Background: an optimization exercise with open tools, aiming at small area, a short achievable clock period and few clock cycles. Do not read the settings as production practice.
Function was checked by simulation only, so behaviour that the tests miss may differ from the original.
No activity file was given, so power comes from the tool's default toggle rates.

[design.v]
module cs281_dl_rx (
    input  wire       clk,
    input  wire       rst,         
    input  wire       in_valid,
    input  wire [7:0] in_data,
    output wire       in_ready,
    output wire       ev_valid,
    input  wire       ev_ready,
    output wire [1:0] ev_kind,
    output wire [7:0] ev_data,
    output wire       ev_last,
    output wire [7:0] fault
);
    localparam [7:0] START = 8'h7B;
    localparam [7:0] STOP  = 8'h7D;
    localparam [7:0] ESC   = 8'h5C;
    localparam integer RX_BUF_MAX = 64;
    localparam integer PAY_MAX    = RX_BUF_MAX - 3;
    localparam [7:0] FAULT_NONE     = 8'h00;
    localparam [7:0] FAULT_BAD_START = 8'h20;
    localparam [7:0] FAULT_OVERFLOW = 8'h30;
    localparam [1:0] KIND_BYTE     = 2'd0;
    localparam [1:0] KIND_EMPTY    = 2'd1;
    localparam [1:0] KIND_MISMATCH = 2'd2;
    localparam [1:0] KIND_FRAMING  = 2'd3;
    localparam [2:0] S_RECV  = 3'd0;    
    localparam [2:0] S_WALK  = 3'd1;    
    localparam [2:0] S_CHECK = 3'd2;    
    localparam [2:0] S_EMIT  = 3'd3;    
    localparam [2:0] S_HALT  = 3'd4;    
    reg [7:0] rxbuf [0:RX_BUF_MAX-1];
    reg [6:0] rxlen;                    
    reg [7:0] pbuf [0:PAY_MAX-1];       
    reg [6:0] plen;
    reg [2:0] state;
    reg [7:0] fault_q;
    reg [6:0] widx;                     
    reg       wesc;                     
    reg       wpar;                     
    reg [6:0] eidx;                     
    reg [1:0] ekind;
    reg [7:0] edata;
    wire       accept   = in_valid && in_ready;
    wire [7:0] last_byte = rxbuf[rxlen[5:0] - 6'd1];
    wire       complete = (rxlen >= 7'd1) && (in_data == STOP) && (last_byte != ESC);
    wire [6:0] boundary = rxlen - 7'd2;         
    wire [7:0] wbyte    = rxbuf[widx[5:0]];
    wire [7:0] rc       = rxbuf[boundary[5:0]];
    assign in_ready = (state == S_RECV) && (fault_q == FAULT_NONE);
    assign ev_valid = (state == S_EMIT);
    assign ev_kind  = ekind;
    assign ev_data  = (ekind == KIND_BYTE) ? pbuf[eidx[5:0]] : edata;
    assign ev_last  = (ekind != KIND_BYTE) || (eidx == plen - 7'd1);
    assign fault    = fault_q;
    always @(posedge clk) begin
        if (rst) begin
            state   <= S_RECV;
            rxlen   <= 7'd0;
            plen    <= 7'd0;
            fault_q <= FAULT_NONE;
            widx    <= 7'd0;
            wesc    <= 1'b0;
            wpar    <= 1'b0;
            eidx    <= 7'd0;
            ekind   <= KIND_BYTE;
            edata   <= 8'h00;
        end else begin
            case (state)
            S_RECV: begin
                if (accept) begin
                    if (rxlen == RX_BUF_MAX) begin
                        fault_q <= FAULT_OVERFLOW;
                        state   <= S_HALT;
                    end else begin
                        rxbuf[rxlen[5:0]] <= in_data;
                        rxlen <= rxlen + 7'd1;
                        if (complete) begin
                            if (rxbuf[0] != START) begin
                                ekind   <= KIND_FRAMING;
                                edata   <= rxbuf[0];
                                fault_q <= FAULT_BAD_START;
                                state   <= S_EMIT;
                            end else begin
                                widx  <= 7'd1;
                                wesc  <= 1'b0;
                                wpar  <= 1'b0;
                                plen  <= 7'd0;
                                state <= S_WALK;
                            end
                        end
                    end
                end
            end
            S_WALK: begin
                if (widx < boundary) begin
                    if (wesc) begin
                        pbuf[plen[5:0]] <= wbyte;
                        plen <= plen + 7'd1;
                        wpar <= wpar ^ (^wbyte);
                        wesc <= 1'b0;
                    end else if (wbyte == ESC) begin
                        wesc <= 1'b1;
                    end else begin
                        pbuf[plen[5:0]] <= wbyte;
                        plen <= plen + 7'd1;
                        wpar <= wpar ^ (^wbyte);
                    end
                    widx <= widx + 7'd1;
                end else begin
                    state <= S_CHECK;
                end
            end
            S_CHECK: begin
                eidx <= 7'd0;
                if (rc != {7'd0, wpar}) begin
                    ekind <= KIND_MISMATCH;
                    edata <= rc;
                end else if (plen == 7'd0) begin
                    ekind <= KIND_EMPTY;
                    edata <= 8'h00;
                end else begin
                    ekind <= KIND_BYTE;
                    edata <= 8'h00;
                end
                state <= S_EMIT;
            end
            S_EMIT: begin
                if (ev_ready) begin
                    if (ev_last) begin
                        rxlen <= 7'd0;
                        state <= (ekind == KIND_FRAMING) ? S_HALT : S_RECV;
                    end else begin
                        eidx <= eidx + 7'd1;
                    end
                end
            end
            default: ;    
            endcase
        end
    end
endmodule
[run.sh]
#!/bin/bash
# synth_recipe.tcl (not shown) runs the flow's synth.tcl, then flattens the netlist and writes it again
# the make line also repeats each setting of config.mk as NAME=value (left out here)
make -C /OpenROAD-flow-scripts/flow DESIGN_CONFIG=/design/flow/config.mk WORK_HOME=/design/flow/orfs CLKGATE_MAP_FILE= SYNTH_SCRIPT=/design/flow/synth_recipe.tcl finish
[config.mk]
export PLATFORM = sky130hd
export DESIGN_NAME = cs281_dl_rx
export DESIGN_NICKNAME = cs281_dl_rx
export VERILOG_FILES = /design/flow/design.v
export SDC_FILE = /design/flow/constraint.sdc
export NUM_CORES = 4
export LEC_CHECK = 0
export CAP_MARGIN = 20
export CORE_MARGIN = 2
export CORE_UTILIZATION = 40
export PLACE_DENSITY = 0.6
export SLEW_MARGIN = 20
[constraint.sdc]
create_clock -name core_clock -period 8.0 [get_ports {clk}]
set_input_delay 1.6000 -clock core_clock [delete_from_list [all_inputs] [get_ports {clk}]]
set_output_delay 1.6000 -clock core_clock [all_outputs]
set_load 0.01 [all_outputs]
==> impl_metrics.json <==
{
  "setup_viol": 0,
  "setup_tns_ns": 0,
  "routed_via_density": 6.453,
  "die_height_um": 356.3,
  "clock-sinks": 1057,
  "ir_drop_mv": 0.2269,
  "numPortBuffers": 26,
  "grt_setup_unrepaired": "false",
  "grt_overflow_total": 0,
  "postCtsResizedCells": 0,
  "fin_skew_ns": 0.04423,
  "antenna_violations_before_repair": 6,
  "min_period_over_period": 0.7765,
  "power_per_standard_cell_area_nw_per_um2": 220.7,
  "fill_cells": 10450,
  "ys_warn_count": 1,
  "fp-row-count": 129,
  "vias_in_the_first_global_route": 29070,
  "fin_crit_ns": 6.212,
  "drt_pre_antenna_iters": 6,
  "area.sequential_um2": 31200,
  "synth.lib_cells_used.distinct": 84,
  "die_area_um2": 127000,
  "setup.worst_path.end_class": "output pin",
  "ctsHtreeMaxLevel": 3,
  "synth-seq-cells": 1057,
  "cts_tree": "built",
  "tritoncts.num_buffers": 110,
  "syn-cell-area_um2": 49650,
  "relSlewSlack": 0.1258,
  "holdCritPathClass": "reg -> reg",
  "antenna_violating_nets_post_route": 0,
  "timing.hold.ws_ns": 0.5317,
  "drc_marker_count_from_the_first_detailed_route_iteration": 3851,
  "critical_path_peak_fanout": 36,
  "multi_input_logic_area_um2": 17390,
  "worst-endpoint-arrival_ns": 4.61,
  "synth_edf_count": 1000,
  "drive_above_1_share": 0.2941,
  "drv_cap": 0,
  "die_width_um": 356.3,
  "postCtsSetupBuffers": 0,
  "wl_per_cell_um": 32.64,
  "cts.reportedPaths.clkPinSlew_ns": 0.06,
  "max_slew_violation_count": 0,
  "routabilityCongestion": 0.9189,
  "r2r.worst_path.cells": 12,
  "dpl.hpwl_um": 93330,
  "clk_path_buf_depth": 3,
  "remaining_drc_errors": 0,
  "routed_wl_um": 145500,
  "postSynthCellCount": 2714,
  "routed_vias": 28760,
  "grt_pass1_wl_um": 210500,
  "aggregate_global_route_resource_usage": 0.2298,
  "outcome": "finished clean",
  "core_footprint_um2": 123500,
  "cp_data_required_time_ns": 6.40,
  "seq_area_frac_synth": 0.6278,
  "number_of_i_o_pins": 33,
  "worst_hold_path.num_cells": 1,
  "worst-slew-pin-transition_ns": 1.295,
  "leakage_power_summed_over_all_cells_nw": 16.59,
  "synth_area_per_cell_um2": 18.29,
  "fmax_ghz": 0.1610,
  "yosys_most_used_dff": "sky130_fd_sc_hd__edfxtp_1",
  "cts-hold-fix-buffers": 0,
  "final_hold_viol_count": 0,
  "num-nets-final": 2756,
  "share_of_flip_flops_with_an_asynchronous_set_or_reset_after_synthesis": 0,
  "startpoint_class": "flip-flop",
  "area_growth_syn_to_layout_pct": 11.64,
  "worstSetupPathType": "reg -> out",
  "cts-root-buf": "sky130_fd_sc_hd__clkbuf_16",
  "clock_latency_ns": 0.75,
  "initial_core_util": 0.4021,
  "largest_net_degree_at_the_start_of_global_routing": 107
}
-- synthesized netlist by cell type (all sizes together), types with 5 or more instances --
| master | count | area share |
|---|---|---|
| or4 | 7 | 0.0011 |
| a2111oi | 11 | 0.0019 |
| ha | 22 | 0.0055 |
| mux4 | 521 | 0.24 |
| a211oi | 25 | 0.0038 |
| and2 | 9 | 0.0011 |
| a31o | 7 | 0.0012 |
| mux2i | 36 | 0.0073 |
| o211ai | 15 | 0.0023 |
| buf | 109 | 0.014 |
| mux2 | 15 | 0.0036 |
| dfxtp | 57 | 0.023 |
| edfxtp | 1000 | 0.60 |
| o21ai | 39 | 0.0042 |
| nor3 | 38 | 0.0038 |
| a31oi | 22 | 0.0029 |
| xnor2 | 16 | 0.0033 |
| o311ai | 15 | 0.0026 |
| xor2 | 18 | 0.0035 |
| nand4 | 17 | 0.0021 |
| o22ai | 7 | 0.00088 |
| o32ai | 6 | 0.0011 |
| nand2 | 84 | 0.0064 |
| nor2b | 17 | 0.0021 |
| a21oi | 36 | 0.0036 |
| a22oi | 5 | 0.00086 |
| a21o | 5 | 0.00076 |
| nor2 | 213 | 0.016 |
| nand3b | 13 | 0.0020 |
| o2111ai | 5 | 0.00088 |
| or3 | 7 | 0.00088 |
| clkbuf | 88 | 0.0067 |
| a32o | 5 | 0.0010 |
| and3 | 16 | 0.0020 |
| o21a | 5 | 0.00076 |
| o31ai | 6 | 0.00091 |
| nand3 | 54 | 0.0054 |
| inv | 50 | 0.0038 |
| a311oi | 19 | 0.0034 |
| nor3b | 27 | 0.0042 |
-- critical path, cell delays in order (launching register included) --
cell,delay [ns]
sky130_fd_sc_hd__dfxtp_4,0.61
sky130_fd_sc_hd__buf_16,0.32
sky130_fd_sc_hd__buf_4,0.39
sky130_fd_sc_hd__mux4_2,0.59
sky130_fd_sc_hd__mux4_2,0.52
sky130_fd_sc_hd__nor2b_1,0.15
sky130_fd_sc_hd__a211oi_1,0.31
sky130_fd_sc_hd__a21oi_1,0.07
sky130_fd_sc_hd__mux2_2,0.34
sky130_fd_sc_hd__clkdlybuf4s50_1,0.49
-- state kept, by name, summed over array words and instances, names as in the netlist, named ones only --
| register | count |
|---|---|
| rxlen | 7 |
| ekind | 2 |
| rxbuf | 512 |
| wpar | 1 |
| eidx | 7 |
| fault_q | 2 |
| edata | 8 |
| state | 3 |
| widx | 7 |
| pbuf | 488 |
| plen | 7 |
| wesc | 1 |
-- per-layer routing --
| metal | share of wire | global-route usage | up-vias |
|---|---|---|---|
| met3 | 0.10 | 0.06322 | 271 |
| met5 | 0.00062 | 0 | - |
| met4 | 0.034 | 0.07806 | 9 |
| li1 | - | - | 11450 |
| met2 | 0.48 | 0.3650 | 1800 |
| met1 | 0.38 | 0.3063 | 15230 |
-- cell families (layout without fill, tap and decap cells) --
group | after synthesis | count (layout) | share of synthesized area
AO/OA/AOI/OAI | 256 | 256 | 0.03737
XOR/XNOR | 34 | 34 | 0.006754
buffers and inverters | 248 | 348 | 0.02422
multiplexers | 572 | 572 | 0.2472
AND/OR/NAND/NOR | 524 | 524 | 0.05101
other | 1 | 7 | 0.00007553
adder cells (fa/ha/maj) | 22 | 22 | 0.005544
flip-flops | 1057 | 1057 | 0.6278
-- per-stage QoR --
| step | utilization | power (mW) | area, µm² | setup slack, ns | cells |
|---|---|---|---|---|---|
| floorplan | - | 6.686 | 49670 | 2.757 | 2719 |
| global placement | 0.4171 | 7.006 | 51500 | 1.723 | 4242 |
| detailed placement | 0.4172 | 7.016 | 51510 | 1.642 | 4242 |
| CTS | 0.4481 | 12.30 | 55330 | 1.397 | 4451 |
| global route | 0.4489 | 12.56 | 55430 | 1.437 | 4456 |
| finish | 0.4489 | 12.23 | 55430 | 1.788 | 4457 |
-- report_power, final --
part           total [mW]  internal [mW]  switching [mW]
Sequential           6.07           6.05          0.0200
Clock                5.31           3.06            2.25
Combinational       0.854          0.298           0.556
Total                12.2           9.40            2.83
-- worst paths after layout --
path | startpoint | endpoint | slack, ns
setup / recovery | flip-flop | ev_data[7] | 1.79
setup reg to reg | flip-flop | pbuf[52][3] | 1.80
hold / removal | widx[6] | widx[6] | 0.53
hold reg to reg | widx[6] | widx[6] | 0.53
-- layout by cell type (no fill, tap or decap), types with 17 or more instances in the layout --
master | Yosys | routed
sky130_fd_sc_hd__nor2_1 | 212 | 199
sky130_fd_sc_hd__a21oi_1 | 36 | 36
sky130_fd_sc_hd__buf_4 | 25 | 54
sky130_fd_sc_hd__a311oi_1 | 19 | 19
sky130_fd_sc_hd__inv_1 | 47 | 47
sky130_fd_sc_hd__clkbuf_16 | 0 | 110
sky130_fd_sc_hd__o21ai_0 | 35 | 35
sky130_fd_sc_hd__nor3b_1 | 26 | 26
sky130_fd_sc_hd__nor2b_1 | 17 | 17
sky130_fd_sc_hd__clkinv_2 | 0 | 24
sky130_fd_sc_hd__a31oi_1 | 21 | 21
sky130_fd_sc_hd__ha_1 | 22 | 21
sky130_fd_sc_hd__edfxtp_1 | 1000 | 1000
sky130_fd_sc_hd__clkdlybuf4s50_1 | 0 | 18
sky130_fd_sc_hd__mux4_2 | 521 | 521
sky130_fd_sc_hd__nand4_1 | 17 | 17
sky130_fd_sc_hd__dfxtp_1 | 57 | 48
sky130_fd_sc_hd__a211oi_1 | 25 | 25
sky130_fd_sc_hd__nor3_1 | 38 | 38
sky130_fd_sc_hd__nand3_1 | 54 | 54
sky130_fd_sc_hd__mux2i_1 | 36 | 36
sky130_fd_sc_hd__nand2_1 | 83 | 83
-- cell type report --
type                            count  area share
Clock inverter                     82     0.01763
Clock buffer                      127     0.05117
Timing Repair Buffer               88     0.01429
Tap cell                         1637     0.03695
Multi-Input combinational cell   1414      0.3136
Antenna cell                        1  0.00004515
Sequential cell                  1057      0.5628
Inverter                           51    0.003454
Testbench counts, summed over its fixed seeds: cycles 60,203.

[re-timing with driven ports]
The flow's constraints put no driver on any port. The routed layout listed below was extracted and timed again, unchanged, in two steps. Step 1 sets driving cells, clkbuf_16 on the clock port and buf_2 on the other inputs (assumed; they add their load-dependent delay and slew). Step 2 times the ports against the registers' clock, not the clock port: input delays grow and output delays shrink by t, the midpoint of the rising clock arrivals with the driver on. Slacks: no drivers / after step 1 / after step 2; pairs: no drivers / after step 1.
shift t [ns]: 0.794
setup WS [ns]: 1.788 / 1.720 / 1.802
worst data-port slew with drivers (ns): 0.06
After both steps this run still meets setup and hold. For this run, drivers alone change the setup slack by -0.068 ns; drivers and shift together by +0.014 ns.
